Background: an optimization exercise with open tools, aiming at small area, a short achievable clock period and few clock cycles per item. Do not read the settings as production practice.
Only simulation tests tie the RTL to the original design; equivalence was not proved.
No activity file was given, so power comes from the tool's default toggle rates.

## gr_codec
module gr_codec (
    input  wire        clk,
    input  wire        rst,
    input  wire        enc_in_valid,
    output wire        enc_in_ready,
    input  wire        enc_in_eos,
    input  wire [7:0]  enc_in_rank,
    output wire        enc_out_valid,
    input  wire        enc_out_ready,
    output wire [31:0] enc_out_word,
    output wire        enc_out_last,
    input  wire        dec_in_valid,
    output wire        dec_in_ready,
    input  wire [31:0] dec_in_word,
    output wire        dec_out_valid,
    input  wire        dec_out_ready,
    output wire [7:0]  dec_out_rank,
    output wire        dec_out_eos
);
    gr_encoder u_enc (
        .clk       (clk),
        .rst       (rst),
        .in_valid  (enc_in_valid),
        .in_ready  (enc_in_ready),
        .in_eos    (enc_in_eos),
        .in_rank   (enc_in_rank),
        .out_valid (enc_out_valid),
        .out_ready (enc_out_ready),
        .out_word  (enc_out_word),
        .out_last  (enc_out_last)
    );
    gr_decoder u_dec (
        .clk       (clk),
        .rst       (rst),
        .in_valid  (dec_in_valid),
        .in_ready  (dec_in_ready),
        .in_word   (dec_in_word),
        .out_valid (dec_out_valid),
        .out_ready (dec_out_ready),
        .out_rank  (dec_out_rank),
        .out_eos   (dec_out_eos)
    );
endmodule
Settings: LEC_CHECK=0, ABC_AREA=1, CAP_MARGIN=20, CORE_MARGIN=2, CORE_UTILIZATION=40, CTS_BUF_LIST=sky130_fd_sc_hd__clkbuf_8 sky130_fd_sc_hd__clkbuf_16, CTS_CLUSTER_SIZE=16, PLACE_DENSITY=0.6, SETUP_SLACK_MARGIN=5, SLEW_MARGIN=20; clock period 10.0 ns.
run.sh (not shown) runs the stock make flow with config.mk's settings and CLKGATE_MAP_FILE= SYNTH_SCRIPT=/design/flow/synth_recipe.tcl, a recipe that flattens the netlist after the stock synthesis.
The starting point passed the timing, design-rule and antenna checks.
Testbench counts at the start, summed over its fixed seeds: cycles 66,370, items 62,376.
Then changed:
- CTS_BUF_LIST: sky130_fd_sc_hd__clkbuf_8 sky130_fd_sc_hd__clkbuf_16 -> sky130_fd_sc_hd__clkbuf_8
- CTS_CLUSTER_SIZE: 16 -> 24
=>
- The new run finished with timing, DRC and antenna clean
- register-to-register slack loses 60 ps
- area after synthesis does not change
- setup slack got worse by 11 ps
- clock-buffer cell count is higher by 22
- sequential power stays flat
- hold slack hardly moves
- wire length grows by 1.0%
- sequential cell count stays the same
- non-clock buffer count climbs by 4
- final area hardly moves

========
job 8790:
Starting RTL as in the previous note.
make LEC_CHECK=0 CAP_MARGIN=20 CORE_MARGIN=2 CORE_UTILIZATION=40 CTS_BUF_LIST=sky130_fd_sc_hd__clkbuf_8 CTS_CLUSTER_SIZE=24 PLACE_DENSITY=0.6 SETUP_SLACK_MARGIN=5 SLEW_MARGIN=20 finish   # period 10.0 ns
Testbench counts of job 8790, summed over its fixed seeds: cycles 66,370, items 62,376.
### job 8790 -> job 6302
# job 8790
export LEC_CHECK = 0
export CAP_MARGIN = 20
export CORE_MARGIN = 2
export CORE_UTILIZATION = 40
export CTS_BUF_LIST = sky130_fd_sc_hd__clkbuf_8
export CTS_CLUSTER_SIZE = 24
export PLACE_DENSITY = 0.6
export SETUP_SLACK_MARGIN = 5
export SLEW_MARGIN = 20
create_clock -name core_clock -period 10.0 [get_ports {clk}]
# job 6302
export LEC_CHECK = 0
export ABC_AREA = 1
export CAP_MARGIN = 20
export CORE_MARGIN = 2
export CORE_UTILIZATION = 55
export CTS_BUF_LIST = sky130_fd_sc_hd__clkbuf_8
export CTS_CLUSTER_SIZE = 24
export PLACE_DENSITY = 0.7
export SETUP_SLACK_MARGIN = 5
export SLEW_MARGIN = 20
create_clock -name core_clock -period 10.0 [get_ports {clk}]
Findings:
Re number of buffers added for setup after CTS: job 6302 is 23 down on job 8790.
Job 6302 ended up with a higher number of cells on the critical path than job 8790 did.
Area after synthesis on job 6302 is down relative to job 8790.
Summary: with job 8790 as the reference, count of vias placed by the detailed router in job 6302 moved down slightly.
What job 8227 does differently from job 6302 at the input level:
# job 6302
export LEC_CHECK = 0
export ABC_AREA = 1
export CAP_MARGIN = 20
export CORE_MARGIN = 2
export CORE_UTILIZATION = 55
export CTS_BUF_LIST = sky130_fd_sc_hd__clkbuf_8
export CTS_CLUSTER_SIZE = 24
export PLACE_DENSITY = 0.7
export SETUP_SLACK_MARGIN = 5
export SLEW_MARGIN = 20
create_clock -name core_clock -period 10.0 [get_ports {clk}]
# job 8227
export LEC_CHECK = 0
export ABC_AREA = 1
export CAP_MARGIN = 20
export CORE_MARGIN = 2
export CORE_UTILIZATION = 40
export CTS_BUF_LIST = sky130_fd_sc_hd__clkbuf_8
export CTS_CLUSTER_SIZE = 32
export PLACE_DENSITY = 0.6
export SETUP_SLACK_MARGIN = 5
export SLEW_MARGIN = 20
create_clock -name core_clock -period 10.0 [get_ports {clk}]
==> comparison <==
Job 8227 reached the final stage; the timing, design-rule and antenna checks on its layout passed. [job 8227] number of placed instances, taps included rose 156 relative to job 6302. [job 8227] area of placed instances rose about 0.9% relative to job 6302. Compared with job 6302, in job 8227 first-pass GRT wire length went up; largest stage delay on the critical path went up 0.07 ns; headroom to the max-slew limit decreased by 3.4 points relative to the old numbers; share of post-route cells with drive strength above 1 increased by 0.82 points relative to the old numbers. In the flow results for job 8227 and job 6302, the power is larger on job 8227. NOTE number of fill cells in the layout job 6302->job 8227 increased by more than half. Relative to job 6302, the via count measured on job 8227 has decreased slightly. Total routed wirelength in job 8227 is about 5% above job 6302. The combinational group share of total power in job 8227 was higher than what job 6302 gave.
Input-level comparison between job 3528 and job 8227:
# job 8227
export LEC_CHECK = 0
export ABC_AREA = 1
export CAP_MARGIN = 20
export CORE_MARGIN = 2
export CORE_UTILIZATION = 40
export CTS_BUF_LIST = sky130_fd_sc_hd__clkbuf_8
export CTS_CLUSTER_SIZE = 32
export PLACE_DENSITY = 0.6
export SETUP_SLACK_MARGIN = 5
export SLEW_MARGIN = 20
create_clock -name core_clock -period 10.0 [get_ports {clk}]
# job 3528
export LEC_CHECK = 0
export ABC_AREA = 1
export CAP_MARGIN = 20
export CORE_MARGIN = 2
export CORE_UTILIZATION = 40
export CTS_BUF_LIST = sky130_fd_sc_hd__clkbuf_4
export CTS_CLUSTER_SIZE = 24
export PLACE_DENSITY = 0.6
export SETUP_SLACK_MARGIN = 5
export SLEW_MARGIN = 20
create_clock -name core_clock -period 10.0 [get_ports {clk}]
Results
- Job 3528 did not stop at any stage, and its layout met the timing, design-rule and antenna checks.
- Looking at job 3528 and job 8227, the worst hold slack is a wash.
- Changes observed in job 3528 relative to job 8227: global-route wire length before repair went up by 750 um; vias per cell was more or less identical.
- Diff job 3528 and job 8227: wire length higher in job 3528
- Compared with job 8227, job 3528 shows internal power component that has gone up by a few percent.

## port drivers added, routing unchanged
The results above use ideal ports. As a check the final layouts listed here were re-extracted and re-timed, cells and wires unchanged. Step 1 sets driving cells, clkbuf_16 on the clock port and buf_2 on the other inputs (assumed; they add their load-dependent delay and slew). Step 2 adds t to the input delays and takes it off the output delays; t is the mean of the earliest and latest rising clock arrival at the registers after step 1. Input paths then give back, and output paths get back, about the clock's delay inside the block. a / b / c = ideal ports / drivers / drivers and shift; a / b = the first two.
run	shift t [ns]	setup WS [ns]	worst setup path after step 2	clock arrival spread, ns	slew at the worst register clock pin (ns)
the first run of note 1	0.621	5.131 / 5.071 / 4.756	input to register	0.031 / 0.031	0.07 / 0.07
the second run of note 1	0.660	5.119 / 5.066 / 4.629	input to register	0.034 / 0.034	0.07 / 0.07
job 8790	0.672	5.081 / 5.060 / 4.663	input to register	0.046 / 0.046	0.08 / 0.08
job 6302	0.648	4.995 / 4.947 / 4.794	input to register	0.022 / 0.022	0.07 / 0.07
job 8227	0.660	5.119 / 5.066 / 4.629	input to register	0.034 / 0.034	0.07 / 0.07
job 3528	0.831	5.008 / 4.953 / 4.602	input to register	0.076 / 0.075	0.08 / 0.08
After both steps every run listed still meets setup and hold.
